This design comes from an exercise in tuning for small area on the open sky130 flow, not from production work.
Function was checked by simulation only, so behaviour that the tests miss may differ from the original.
Power is estimated from default activity; no workload was simulated.

==> inputs of fjord <==
## fsx
module fsx #(
    parameter integer F_CLK_HZ = 400
) (
    input  wire        clk,
    input  wire        rst,
    input  wire        rx_valid,
    input  wire [7:0]  rx_data,
    input  wire        chan_fail,
    output reg         tx_valid,
    output reg  [7:0]  tx_data,
    input  wire        tx_ready,
    input  wire        h_we,
    input  wire [4:0]  h_addr,
    input  wire [15:0] h_wdata,
    output reg  [15:0] h_rdata,
    output wire        irq,
    output wire        link_fail,
    input  wire [31:0] cfg_preamble,         
    input  wire [7:0]  cfg_addr_main,
    input  wire [7:0]  cfg_addr_remote,
    input  wire [7:0]  cfg_addr_pump,
    input  wire [7:0]  cfg_cmd_set,
    input  wire [7:0]  cfg_cmd_telem,
    input  wire [8:0]  cfg_telem_frame_len,  
    input  wire [7:0]  cfg_off_pwatt,
    input  wire [7:0]  cfg_off_prpm,
    input  wire [3:0]  cfg_off_eq1,          
    input  wire [3:0]  cfg_off_eq2,          
    input  wire [3:0]  cfg_off_hour,         
    input  wire [3:0]  cfg_off_min,          
    input  wire [7:0]  cfg_off_wtemp,        
    input  wire [7:0]  cfg_off_atemp,        
    input  wire [71:0] cfg_feature_id        
);
    localparam integer TIMEOUT_TICKS = 5 * F_CLK_HZ;
    function [10:0] lfsr_step(input [10:0] s);
        lfsr_step = {s[9:0], s[10] ^ s[8]};
    endfunction
  ...
clock: 10.0 ns
lec_check: 0
cap_margin: 20
core_margin: 2
core_utilization: 55
slew_margin: 20
standard.sh (not shown) runs the stock make flow with config.mk's settings and CLKGATE_MAP_FILE= SYNTH_SCRIPT=/design/flow/synth_recipe.tcl, a recipe that flattens the netlist after the stock synthesis.
==> flow/flow/run.sh <==
#!/bin/bash
# Own layout flow: the standard ORFS flow (standard.sh) with three changes:
#  1. synthesis is synth_recipe.tcl unchanged, except that ORFS's single ABC call
#     gets an area-oriented ABC script (flow/area.abc) in place of the speed one;
#     registers are mapped before ABC, so they are the standard synthesis's;
#  2. port buffers use the smallest buffer cell (every port still gets one);
#  3. CTS without dummy clock loads;
#  4. adders are left to ABC (ADDER_MAP_FILE empty) instead of being mapped to
#     full/half-adder cells before it.
# Every tool's output goes to logs in this folder (flow_make.log, ORFS logs under orfs/logs).
set -euo pipefail
W=$(pwd)
export BUFFER_PORTS_ARGS="-buffer_cell sky130_fd_sc_hd__buf_1"
export CTS_ARGS="-sink_clustering_enable -repair_clock_nets -sink_clustering_size ${FSX_CTS_SIZE:-16} -sink_clustering_max_diameter ${FSX_CTS_DIAM:-60} -buf_list sky130_fd_sc_hd__clkbuf_8 -dont_use_dummy_load"
cat > "$W/flow_synth.tcl" <<EOT
proc abc {args} {
  set i [lsearch -exact \$args -script]
  if {\$i >= 0} { set args [lreplace \$args [expr {\$i + 1}] [expr {\$i + 1}] {$W/flow/area.abc}] }
  yosys abc {*}\$args
}
source {$W/synth_recipe.tcl}
EOT
sed -e "s#SYNTH_SCRIPT=[^ ]*#SYNTH_SCRIPT=$W/flow_synth.tcl#" -e "s#CLKGATE_MAP_FILE= #CLKGATE_MAP_FILE= ADDER_MAP_FILE= #" standard.sh > own_standard.sh
grep -q "SYNTH_SCRIPT=$W/flow_synth.tcl" own_standard.sh
grep -q "ADDER_MAP_FILE= " own_standard.sh
bash own_standard.sh finish > flow_make.log 2>&1
==> flow/flow/area.abc <==
strash
&get -n
&deepsyn -J 40 -T 600
&put
strash
&get -n
&dch -f
&nf -R 1000 -p -F 10 -C 32
&put
==> willow (differences from fjord) <==
--- a/flow/design.v
+++ b/flow/design.v
@@ -137,13 +137,14 @@
     wire hit_rp   = (cnt == cfg_off_prpm);
     wire in_tx   = (dstate == DS_TX);
     wire in_wait = (dstate == DS_WAIT);
     wire tmo     = (tmr == T_END);
     wire match   = v_st && (equip[c_feat] == c_st);
     wire [7:0] c_fid  = cfg_feature_id[c_feat*8 +: 8];
-    reg  [9:0] c_csum;    
+    wire [9:0] c_csum = {2'b00, cfg_addr_remote} + {2'b00, cfg_addr_main} +
+                        {2'b00, cfg_cmd_set} + {2'b00, c_fid} + {8'h00, 1'b1, c_st};
     reg [7:0] frame_byte;
     always @(*) begin
         case (txidx)
             4'd0:    frame_byte = cfg_preamble[31:24];
             4'd1:    frame_byte = cfg_preamble[23:16];
             4'd2:    frame_byte = cfg_preamble[15:8];
@@ -270,16 +271,12 @@
         end
         if (idle)
             txidx <= 4'd0;
         else if (tx_on && tx_ready)
             txidx <= (txidx == 4'd11) ? 4'd0 : txidx + 4'd1;
         tmr <= idle ? T_SEED : lfsr_step(tmr);
-        if (txidx[3:2] == 2'b00)
-            c_csum <= 10'd0;
-        else if (tx_on && tx_ready && !(txidx[3] && txidx[1]))
-            c_csum <= c_csum + {2'b00, frame_byte};
     end
     wire [15:0] cnt_ok_base    = clr_cnt ? 16'h0000 : cnt_ok;
     wire [15:0] cnt_ckerr_base = clr_cnt ? 16'h0000 : cnt_ckerr;
     always @(posedge clk) begin
         if (rst) begin
             rx_en   <= 1'b1;
==> flow/flow/run.sh (replaced) <==
#!/bin/bash
set -euo pipefail
export BUFFER_PORTS_ARGS="-buffer_cell sky130_fd_sc_hd__buf_1"
bash standard.sh finish > flow_make.log 2>&1
Settings changed: CAP_MARGIN 20 to 0, CTS_BUF_LIST from default to sky130_fd_sc_hd__clkbuf_4, SLEW_MARGIN 20 to 0.
removed: flow/flow/area.abc
==> violet (differences from fjord) <==
--- a/flow/design.v
+++ b/flow/design.v
@@ -137,13 +137,14 @@
     wire hit_rp   = (cnt == cfg_off_prpm);
     wire in_tx   = (dstate == DS_TX);
     wire in_wait = (dstate == DS_WAIT);
     wire tmo     = (tmr == T_END);
     wire match   = v_st && (equip[c_feat] == c_st);
     wire [7:0] c_fid  = cfg_feature_id[c_feat*8 +: 8];
-    reg  [9:0] c_csum;    
+    wire [9:0] c_csum = {2'b00, cfg_addr_remote} + {2'b00, cfg_addr_main} +
+                        {2'b00, cfg_cmd_set} + {2'b00, c_fid} + {8'h00, 1'b1, c_st};
     reg [7:0] frame_byte;
     always @(*) begin
         case (txidx)
             4'd0:    frame_byte = cfg_preamble[31:24];
             4'd1:    frame_byte = cfg_preamble[23:16];
             4'd2:    frame_byte = cfg_preamble[15:8];
@@ -270,16 +271,12 @@
         end
         if (idle)
             txidx <= 4'd0;
         else if (tx_on && tx_ready)
             txidx <= (txidx == 4'd11) ? 4'd0 : txidx + 4'd1;
         tmr <= idle ? T_SEED : lfsr_step(tmr);
-        if (txidx[3:2] == 2'b00)
-            c_csum <= 10'd0;
-        else if (tx_on && tx_ready && !(txidx[3] && txidx[1]))
-            c_csum <= c_csum + {2'b00, frame_byte};
     end
     wire [15:0] cnt_ok_base    = clr_cnt ? 16'h0000 : cnt_ok;
     wire [15:0] cnt_ckerr_base = clr_cnt ? 16'h0000 : cnt_ckerr;
     always @(posedge clk) begin
         if (rst) begin
             rx_en   <= 1'b1;
==> flow/run.sh (new file) <==
#!/bin/bash
# synth_recipe.tcl (not shown) runs the flow's synth.tcl, then flattens the netlist and writes it again
# the make line also repeats each setting of config.mk as NAME=value (left out here)
make -C /OpenROAD-flow-scripts/flow DESIGN_CONFIG=/design/flow/config.mk WORK_HOME=/design/flow/orfs CLKGATE_MAP_FILE= SYNTH_SCRIPT=/design/flow/synth_recipe.tcl finish
Settings changed: CORE_UTILIZATION 55 to 25.
removed: flow/flow/run.sh
removed: flow/flow/area.abc
removed: flow/standard.sh
==> nickel (differences from fjord) <==
--- a/flow/design.v
+++ b/flow/design.v
@@ -137,13 +137,14 @@
     wire hit_rp   = (cnt == cfg_off_prpm);
     wire in_tx   = (dstate == DS_TX);
     wire in_wait = (dstate == DS_WAIT);
     wire tmo     = (tmr == T_END);
     wire match   = v_st && (equip[c_feat] == c_st);
     wire [7:0] c_fid  = cfg_feature_id[c_feat*8 +: 8];
-    reg  [9:0] c_csum;    
+    wire [9:0] c_csum = {2'b00, cfg_addr_remote} + {2'b00, cfg_addr_main} +
+                        {2'b00, cfg_cmd_set} + {2'b00, c_fid} + {8'h00, 1'b1, c_st};
     reg [7:0] frame_byte;
     always @(*) begin
         case (txidx)
             4'd0:    frame_byte = cfg_preamble[31:24];
             4'd1:    frame_byte = cfg_preamble[23:16];
             4'd2:    frame_byte = cfg_preamble[15:8];
@@ -270,16 +271,12 @@
         end
         if (idle)
             txidx <= 4'd0;
         else if (tx_on && tx_ready)
             txidx <= (txidx == 4'd11) ? 4'd0 : txidx + 4'd1;
         tmr <= idle ? T_SEED : lfsr_step(tmr);
-        if (txidx[3:2] == 2'b00)
-            c_csum <= 10'd0;
-        else if (tx_on && tx_ready && !(txidx[3] && txidx[1]))
-            c_csum <= c_csum + {2'b00, frame_byte};
     end
     wire [15:0] cnt_ok_base    = clr_cnt ? 16'h0000 : cnt_ok;
     wire [15:0] cnt_ckerr_base = clr_cnt ? 16'h0000 : cnt_ckerr;
     always @(posedge clk) begin
         if (rst) begin
             rx_en   <= 1'b1;
==> flow/flow/run.sh (replaced) <==
#!/bin/bash
set -euo pipefail
export BUFFER_PORTS_ARGS="-buffer_cell sky130_fd_sc_hd__buf_1"
bash standard.sh finish > flow_make.log 2>&1
Settings changed: CTS_BUF_LIST from default to sky130_fd_sc_hd__clkbuf_8, CTS_CLUSTER_DIAMETER from default to 60, CTS_CLUSTER_SIZE from default to 16.
removed: flow/flow/area.abc
==> notes.md <==
- Between fjord and willow, the lower synthesized cell count is in fjord (gap about 17%, measured against willow).
- Wire length, lowest first: fjord, nickel, willow, violet.
- Against nickel, the final cell count of willow is larger by 5.0%.
- Sequential power is about the same in violet and nickel.
- In combinational power, violet is at 2.5 times the value of fjord.
- Between fjord and nickel, the lower flip-flop and latch count is in nickel (gap 10).
- Against violet, the critical path depth of fjord is higher by 6.
- Between nickel and fjord, the lower via count is in fjord (gap 6.1%, measured against fjord).
==> figures <==
item	willow	violet	nickel	fjord
Library cell contributing the largest single delay on the critical path	a2111oi_0	clkdlybuf4s50_1	a2111oi_0	buf_1
Portion of netlist area occupied by mux cells	3.68%	3.68%	3.68%	0%
Wire length of the first global-routing pass	98.1 mm	104 mm	96.6 mm	90.8 mm
Critical path data arrival time	5.70 ns	6.46 ns	5.74 ns	7.21 ns
Cell area after technology mapping	0.0211 mm²	0.0211 mm²	0.0211 mm²	0.0184 mm²
DRC violation total after the first TritonRoute iteration	1634	1912	1630	2496
Portion of synthesized cell area occupied by the leading cell type	41.2%	41.2%	41.2%	47.3%
Share of synthesized cell area in and, or, nand and nor gates	14.3%	14.3%	14.3%	15.2%
Router iterations before antenna repair	8	9	8	9
Routed wl met2	30.8 mm	34.4 mm	30.3 mm	28.1 mm
Overall power after layout	3.59 mW	4.02 mW	3.24 mW	2.85 mW
Mapped Nets	2175	2175	2175	1802
Run status	finished clean	finished clean	finished clean	finished clean
Reg clk slew, reported paths	0.06 ns	0.06 ns	0.10 ns	0.09 ns
Die footprint	0.0399 mm²	0.0867 mm²	0.0399 mm²	0.0349 mm²
Worst supply voltage drop on vdd	0.0000707 V	0.000114 V	0.0000805 V	0.000104 V
Clock-cell share of area	5.78%	6.13%	3.59%	2.33%
Sequential fraction of design power	51.0%	45.5%	56.5%	65.3%

-- port drivers added, routing unchanged --
Ports are ideal in the flow. The routed layouts listed here were re-timed in OpenROAD.
Step 1: set_driving_cell puts a clkbuf_16 on clk and a buf_2 on each other input, an assumption about the parent block.
Step 2, shift: input delay + t, output delay - t, t = (earliest + latest rising clock arrival at the registers) / 2. This alone moves slack from input paths to output paths.
Three values: ideal ports, drivers, drivers and shift; two values: the first two.
run	shift t [ns]	setup WS [ns]	worst slew at a driven data input, ns	pins driven straight from the clock port
fjord	0.591	3.223 / 3.249 / 2.659	0.05	1
willow	0.820	2.296 / 2.269 / 2.269	0.10	1
violet	0.645	1.543 / 1.519 / 1.519	0.15	1
nickel	0.645	2.263 / 2.237 / 2.237	0.10	1
After both steps every run listed still meets setup and hold. For fjord, which loses most, drivers alone change the setup slack by +0.026 ns; drivers and shift together by -0.564 ns.
